This design comes from an exercise in tuning for small area and few clock cycles on the open sky130 flow, not from production work.
Only simulation tests tie the RTL to the original design; equivalence was not proved.

==> willow: inputs <==
// akjtag_core
module akjtag_core (
    input  wire        clk,
    input  wire        rst,           
    input  wire        start,
    output wire        busy,
    output wire [2:0]  halt_cause,
    output reg  [7:0]  req_pos,
    output reg  [5:0]  resp_pos,
    output wire        req_rd,
    output wire [6:0]  req_addr,
    input  wire [31:0] req_rdata,
    output wire        resp_we,
    output wire [4:0]  resp_addr,
    output wire [31:0] resp_wdata,
    output reg         tck,
    output reg         tms,
    output reg         tdi,
    output wire        ntrst,
    input  wire        tdo
);
==> flow/config.mk <==
export PLATFORM = sky130hd
export DESIGN_NAME = akjtag_core
export DESIGN_NICKNAME = akjtag_core
export VERILOG_FILES = /design/flow/design.v
export SDC_FILE = /design/flow/constraint.sdc
export NUM_CORES = 4
export LEC_CHECK = 0
export ABC_AREA = 1
export CAP_MARGIN = 0
export CORE_MARGIN = 2
export CORE_UTILIZATION = 55
export CTS_BUF_LIST = sky130_fd_sc_hd__clkbuf_4 sky130_fd_sc_hd__clkbuf_8
export SLEW_MARGIN = 0
==> flow/constraint.sdc <==
create_clock -name core_clock -period 10.0 [get_ports {clk}]
set_input_delay 2.0000 -clock core_clock [delete_from_list [all_inputs] [get_ports {clk}]]
set_output_delay 2.0000 -clock core_clock [all_outputs]
set_load 0.01 [all_outputs]
standard.sh (not shown) runs the stock make flow with config.mk's settings and CLKGATE_MAP_FILE= SYNTH_SCRIPT=/design/flow/synth_recipe.tcl, a recipe that flattens the netlist after the stock synthesis.
==> flow/flow/run.sh <==
#!/bin/bash
# Layout: the standard flow (standard.sh) with these changes.
#  - Synthesis runs the same script (synth_recipe.tcl), but ABC maps the
#    combinational logic with an area-oriented script (flow/abc_area.script).
#    Flip-flops are mapped before ABC runs, so the registers are the standard
#    synthesis's (same names, count and cells).
#  - buffer_ports gives every input and output port a sky130_fd_sc_hd__buf_1.
#  - clock tree synthesis inserts no dummy loads.
# Each tool's full output is in orfs/logs/; make's output is in standard.log.
set -uo pipefail
HERE=$(pwd)
export MY_ABC_SCRIPT=$HERE/flow/abc_area.script
export FLOW_SYNTH_TCL=$HERE/synth_recipe.tcl
bash standard.sh finish SYNTH_SCRIPT=$HERE/flow/synth_area.tcl \
  "BUFFER_PORTS_ARGS=-buffer_cell sky130_fd_sc_hd__buf_1" \
  "CTS_ARGS=-sink_clustering_enable -repair_clock_nets -dont_use_dummy_load -buf_list {sky130_fd_sc_hd__clkbuf_4 sky130_fd_sc_hd__clkbuf_8} -sink_clustering_size 25" \
  > standard.log 2>&1
==> flow/flow/abc_area.script <==
strash
&get -n
&deepsyn -T 30
&dch -f
&nf -a -R 1000 -p
&put
topo
==> flow/flow/synth_area.tcl <==
# The standard flow's synthesis script (synth_recipe.tcl) with ABC's script for the
# combinational logic replaced by flow/abc_area.script.
proc abc {args} {
  set i [lsearch -exact $args -script]
  if {$i >= 0} {
    lset args [expr {$i + 1}] $::env(MY_ABC_SCRIPT)
  }
  yosys abc {*}$args
}
source $::env(FLOW_SYNTH_TCL)
==> inputs of raven, as changes to willow <==
--- a/flow/design.v
+++ b/flow/design.v
@@ -102,47 +102,48 @@
     localparam [3:0] RTI = 4'd1;
     localparam [3:0] SDR = 4'd4;
     localparam [3:0] SIR = 4'd11;
     localparam [2:0] F_STOP  = 3'd0;    
     localparam [2:0] F_ISSUE = 3'd1;    
     localparam [2:0] F_OP    = 3'd2;    
     localparam [2:0] F_ARG   = 3'd3;    
-    localparam [2:0] F_ARGG  = 3'd7;    
     localparam [2:0] F_LEN   = 3'd4;    
     localparam [2:0] F_END   = 3'd5;    
     localparam [2:0] F_PEND  = 3'd6;    
     localparam [2:0] B_IDLE  = 3'd0;
     localparam [2:0] B_MOVE  = 3'd1;    
     localparam [2:0] B_RST   = 3'd2;    
     localparam [2:0] B_RUNF  = 3'd3;    
     localparam [2:0] B_MVSH  = 3'd4;    
     localparam [2:0] B_SHIFT = 3'd5;    
     localparam [2:0] B_RUN   = 3'd6;    
     localparam [2:0] B_BRW   = 3'd7;    
     reg  [2:0]  fst;
-    reg  [3:0]  flg;
-    wire [2:0]  hc       = flg[2:0];
+    reg  [4:0]  flg;           
+    reg  [2:0]  hc;            
     reg  [3:0]  def_end;
     reg  [4:0]  ir_m1, dr_m1;  
     reg         ir_bad, dr_bad;
     reg  [2:0]  bst;
     reg  [3:0]  cur, endst;
     reg  [4:0]  len_m1;
     reg  [4:0]  cnt;
     reg  [31:0] sr;            
+    reg         bw;            
     assign busy       = (fst != F_STOP) || (bst != B_IDLE);
     assign halt_cause = busy ? 3'd1 : hc;
     assign ntrst      = 1'b1;
     wire [31:0] w        = req_rdata;
     wire [7:0]  op       = w[7:0];
     wire        w_sbad   = |w[31:4];
     wire        w_lok    = ~|w[31:6] & (w[5] ? ~|w[4:0] : |w[4:0]);
     wire [4:0]  w_m1     = w[4:0] - 5'd1;
     wire        op_scan  = op[7] & ~|op[3:1];
     wire        op_simp  = ~|op[7:3] & (op[2] | op[1]);
+    wire        s_g      = flg[3];
     wire        s_i      = flg[2];
     wire        s_w      = flg[1];
     wire        s_e      = flg[0];
     wire        g_bad    = s_i ? ir_bad : dr_bad;
     wire [3:0]  sh_st    = s_i ? SIR : SDR;
     wire        b_free   = ~bst[2];
     wire [3:0]  cur_tgt  = (bst == B_MOVE) ? cnt[3:0] : (bst == B_MVSH) ? sh_st : RTI;
@@ -179,24 +180,21 @@
                 end else if (op_simp || op_scan) begin
                     want_rd = 1'b1;
                 end else begin
                     stop_now  = 1'b1;
                     stop_code = H_FAILURE;
                 end
             end
-            F_ARGG: begin
-                want_rd = s_e;
-                if (g_bad) begin
-                    stop_now  = 1'b1;
-                    stop_code = H_LENGTH;
-                end
-            end
             F_ARG: begin
-                if (flg[3]) begin
-                    want_rd = 1'b1;    
+                if (flg[4]) begin
+                    want_rd = ~s_g | s_e;
+                    if (s_g && g_bad) begin
+                        stop_now  = 1'b1;
+                        stop_code = H_LENGTH;
+                    end
                 end else begin
                     case (flg[2:0])
                         3'd3, 3'd4: if (w_sbad) begin
                             stop_now  = 1'b1;
                             stop_code = H_STATE_ID;
                         end else begin
                             want_rd = ~flg[2];
@@ -230,22 +228,18 @@
     end
     wire        sh_we    = (bst == B_SHIFT) && tck && sh_done && !rw_oob && !s_w;
     assign req_rd     = want_rd;
     assign req_addr   = req_pos[6:0];
     assign resp_we    = ping_we | sh_we;
     assign resp_addr  = resp_pos[4:0];
     assign resp_wdata = (fst == F_OP) ? FIRMWARE_VERSION : sr;
-    wire        prod_now = ((fst == F_ARGG) && !s_e && !g_bad) ||
-                           ((fst == F_LEN) && !s_e && w_lok) ||
-                           ((fst == F_END) && !w_sbad) ||
-                           ((fst == F_ARG) && (flg == 4'd2));
-    wire        take     = ((fst == F_PEND) || prod_now) && b_end;
-    wire        k_scan   = flg[3];
-    wire        k_move   = ~flg[3] & flg[2] & ~flg[0];    
-    wire        k_rst    = ~flg[3] & ~flg[2];             
+    wire        take     = (fst == F_PEND) && b_end;
+    wire        k_scan   = flg[4];
+    wire        k_move   = ~flg[4] & flg[2] & ~flg[0];    
+    wire        k_rst    = ~flg[4] & ~flg[2];             
     reg  [3:0]  walk_to;
     wire        nb_tms;
     wire [3:0]  nx_state;
     always @(*) begin
         if (take)
             walk_to = k_scan ? sh_st : k_move ? endst : RTI;
         else if (bst == B_SHIFT)
@@ -258,15 +252,15 @@
         .to_state   (walk_to),
         .tms_bit    (nb_tms),
         .next_state ()
     );
     tap_next u_next (.state(cur), .tms(tms), .next_state(nx_state));
     wire        brw      = (bst == B_BRW);
     wire [4:0]  m        = len_m1 | {5{brw}};
-    wire        bw_eff   = len_m1[0] | (cnt == 5'd4);     
+    wire        bw_eff   = bw | (cnt == 5'd4);     
     wire        ins      = brw ? (sr[0] ^ bw_eff) : tdo;
     reg  [31:0] sr_shift;
     integer j;
     always @(*) begin
         for (j = 0; j < 32; j = j + 1) begin
             if (j[4:0] == m)
                 sr_shift[j] = ins;
@@ -274,15 +268,15 @@
                 sr_shift[j] = (j < 31) ? sr[(j + 1) % 32] : 1'b0;
             else
                 sr_shift[j] = 1'b0;
         end
     end
     always @(posedge clk) begin
         if (rst) begin
-            flg      <= {1'b0, H_NONE};
+            hc       <= H_NONE;
             req_pos  <= 8'd0;
             resp_pos <= 6'd0;
             fst      <= F_STOP;
             bst      <= B_IDLE;
             cur      <= TLR;
             def_end  <= RTI;
             ir_bad   <= 1'b1;
@@ -299,29 +293,29 @@
             if (want_rd)
                 req_pos <= req_pos + 8'd1;
             if (ping_we)
                 resp_pos <= resp_pos + 6'd1;
             case (fst)
                 F_ISSUE: if (want_rd) fst <= F_OP;
                 F_OP: begin
-                    flg <= {op_scan, op[5], op[4], op[0]};
+                    flg <= {op_scan, op[6], op[5], op[4], op[0]};
                     if (!op_scan)
                         flg[2:0] <= op[2:0];
-                    fst <= (op_scan && op[6]) ? F_ARGG : (op_scan || op_simp) ? F_ARG : F_OP;
-                end
-                F_ARGG: begin
-                    sr     <= w;
-                    len_m1 <= s_i ? ir_m1 : dr_m1;
-                    endst  <= def_end;
-                    fst    <= s_e ? F_END : F_PEND;
+                    fst <= (op_scan || op_simp) ? F_ARG : F_OP;
                 end
                 F_ARG: begin
-                    if (flg[3]) begin
-                        sr  <= w;
-                        fst <= F_LEN;
+                    if (flg[4]) begin
+                        sr <= w;
+                        if (s_g) begin
+                            len_m1 <= s_i ? ir_m1 : dr_m1;
+                            endst  <= def_end;
+                            fst    <= s_e ? F_END : F_PEND;
+                        end else begin
+                            fst <= F_LEN;
+                        end
                     end else begin
                         case (flg[2:0])
                             3'd2: fst <= F_PEND;
                             3'd3: begin def_end <= w[3:0]; fst <= F_OP; end
                             3'd4: begin endst <= w[3:0]; fst <= F_PEND; end
                             3'd5: begin
                                 sr  <= w;
@@ -337,25 +331,24 @@
                     endst  <= def_end;
                     fst    <= s_e ? F_END : F_PEND;
                 end
                 F_END: begin
                     endst <= w[3:0];
                     fst   <= F_PEND;
                 end
+                F_PEND: if (take) fst <= F_ISSUE;
                 default: ;
             endcase
-            if (take)
-                fst <= F_ISSUE;
             if (stop_now) begin
-                fst      <= F_STOP;
-                flg[2:0] <= stop_code;
+                fst <= F_STOP;
+                hc  <= stop_code;
             end
             if (brw) begin
                 sr  <= sr_shift;
-                len_m1[0] <= bw_eff & ~sr[0];
+                bw  <= bw_eff & ~sr[0];
                 cnt <= cnt + 5'd1;
                 if (cnt == 5'd30) begin
                     tms <= nb_tms;
                     bst <= B_RUN;
                 end
             end else if (bst != B_IDLE && !tck) begin
                 tck <= 1'b1;
@@ -377,15 +370,15 @@
                         end else if (k_move) begin
                             cnt <= {1'b0, endst};
                             bst <= B_MOVE;
                             tms <= nb_tms;
                         end else begin
                             cnt <= ~sr[4:0];
                             if (sr[4:0] == 5'd0) begin
-                                len_m1[0] <= 1'b0;
+                                bw  <= 1'b0;
                                 bst <= B_BRW;
                             end else begin
                                 tms <= nb_tms;
                                 bst <= (sr[4:0] == 5'd1 && hz) ? B_RUNF : B_RUN;
                             end
                         end
                     end else begin
@@ -401,16 +394,16 @@
                                 tms <= 1'b0;
                                 tdi <= sr[0];
                             end
                         end
                         B_SHIFT: begin
                             if (sh_done) begin
                                 if (rw_oob) begin
-                                    flg[2:0] <= H_RESP_OOB;
-                                    fst      <= F_STOP;
+                                    hc  <= H_RESP_OOB;
+                                    fst <= F_STOP;
                                     bst <= B_IDLE;
                                 end else begin
                                     if (!s_w)
                                         resp_pos <= resp_pos + 6'd1;
                                     cnt <= {1'b0, endst};
                                     tms <= nb_tms;
                                     bst <= B_MOVE;
@@ -422,15 +415,15 @@
                         end
                         B_RUN: begin
                             tms <= nb_tms;
                             if (mv_done) begin
                                 if (cnt == 5'd30) begin
                                     tms <= tms;
                                     cnt <= 5'd31;
-                                    len_m1[0] <= 1'b0;
+                                    bw  <= 1'b0;
                                     bst <= B_BRW;
                                 end else begin
                                     cnt <= cnt + 5'd1;
                                     if (cnt == 5'd29 && hz)
                                         bst <= B_RUNF;
                                 end
                             end
==> flow/flow/run.sh (replaced) <==
#!/bin/bash
# Layout: the standard flow (standard.sh) with two changes.
#  - Synthesis runs the same script (synth_recipe.tcl), but ABC maps the
#    combinational logic with an area-oriented script (flow/abc_area.script).
#    Flip-flops are mapped before ABC runs, so the registers are the standard
#    synthesis's (same names, count and cells).
#  - buffer_ports gives every input and output port a sky130_fd_sc_hd__buf_1.
# Each tool's full output is in orfs/logs/; make's output is in standard.log.
set -uo pipefail
HERE=$(pwd)
export MY_ABC_SCRIPT=$HERE/flow/abc_area.script
export FLOW_SYNTH_TCL=$HERE/synth_recipe.tcl
bash standard.sh finish SYNTH_SCRIPT=$HERE/flow/synth_area.tcl \
  "BUFFER_PORTS_ARGS=-buffer_cell sky130_fd_sc_hd__buf_1" > standard.log 2>&1
==> flow/flow/abc_area.script (replaced) <==
strash
&get -n
&deepsyn -T 30
&put
dch -f
map -a
strash
dch -f
map -a
topo
- CAP_MARGIN: 0 -> 20
- CORE_UTILIZATION: 55 -> 40
- CTS_BUF_LIST: sky130_fd_sc_hd__clkbuf_4 sky130_fd_sc_hd__clkbuf_8 -> default
- SLEW_MARGIN: 0 -> 20
==> flow_metrics.tcl <==
set metrics [dict create \
    dpl_cell_area_mm2 0.00695 \
    root_buffer "clkbuf_16" \
    crit_start "req_rdata[4]" \
    drt-total-wl_um 20800 \
    cp.arrival_ns 4.20 \
    path_depth 11 \
    status "complete, no violations" \
]
The numbers above come from raven.

==> flow_metrics.tcl <==
set metrics [dict create \
    drt-total-wl_um 19000 \
    cp.arrival_ns 4.64 \
    status "complete, no violations" \
    root_buffer "clkbuf_8" \
    dpl_cell_area_mm2 0.00659 \
    hold_start "def_end[1]$_SDFFE_PP0P_" \
    crit_start "req_rdata[20]" \
]
The numbers above come from willow.

Testbench counts of willow, summed over its fixed seeds: cycles 114,576.
Testbench counts of raven, summed over its fixed seeds: cycles 115,421.

-- port drivers added, routing unchanged --
Ports are ideal in the flow. The routed layouts listed here were re-timed in OpenROAD. Step 1: set_driving_cell puts a clkbuf_16 on clk and a buf_2 on each other input, an assumption about the parent block. Step 2 times the ports against the registers' clock, not the clock port: input delays grow and output delays shrink by t, the midpoint of the rising clock arrivals with the driver on. Three values: ideal ports, drivers, drivers and shift; two values: the first two.
run | t, ns | slack for setup (ns) | worst setup path at the end
willow | 0.395 | 3.360 / 3.339 / 3.339 | input to output
raven | 0.394 | 3.801 / 3.781 / 3.781 | input to output
After both steps every run listed still meets setup and hold. The setup slack of willow, which loses most, moves by -0.021 ns with the drivers and by -0.021 ns with both steps.
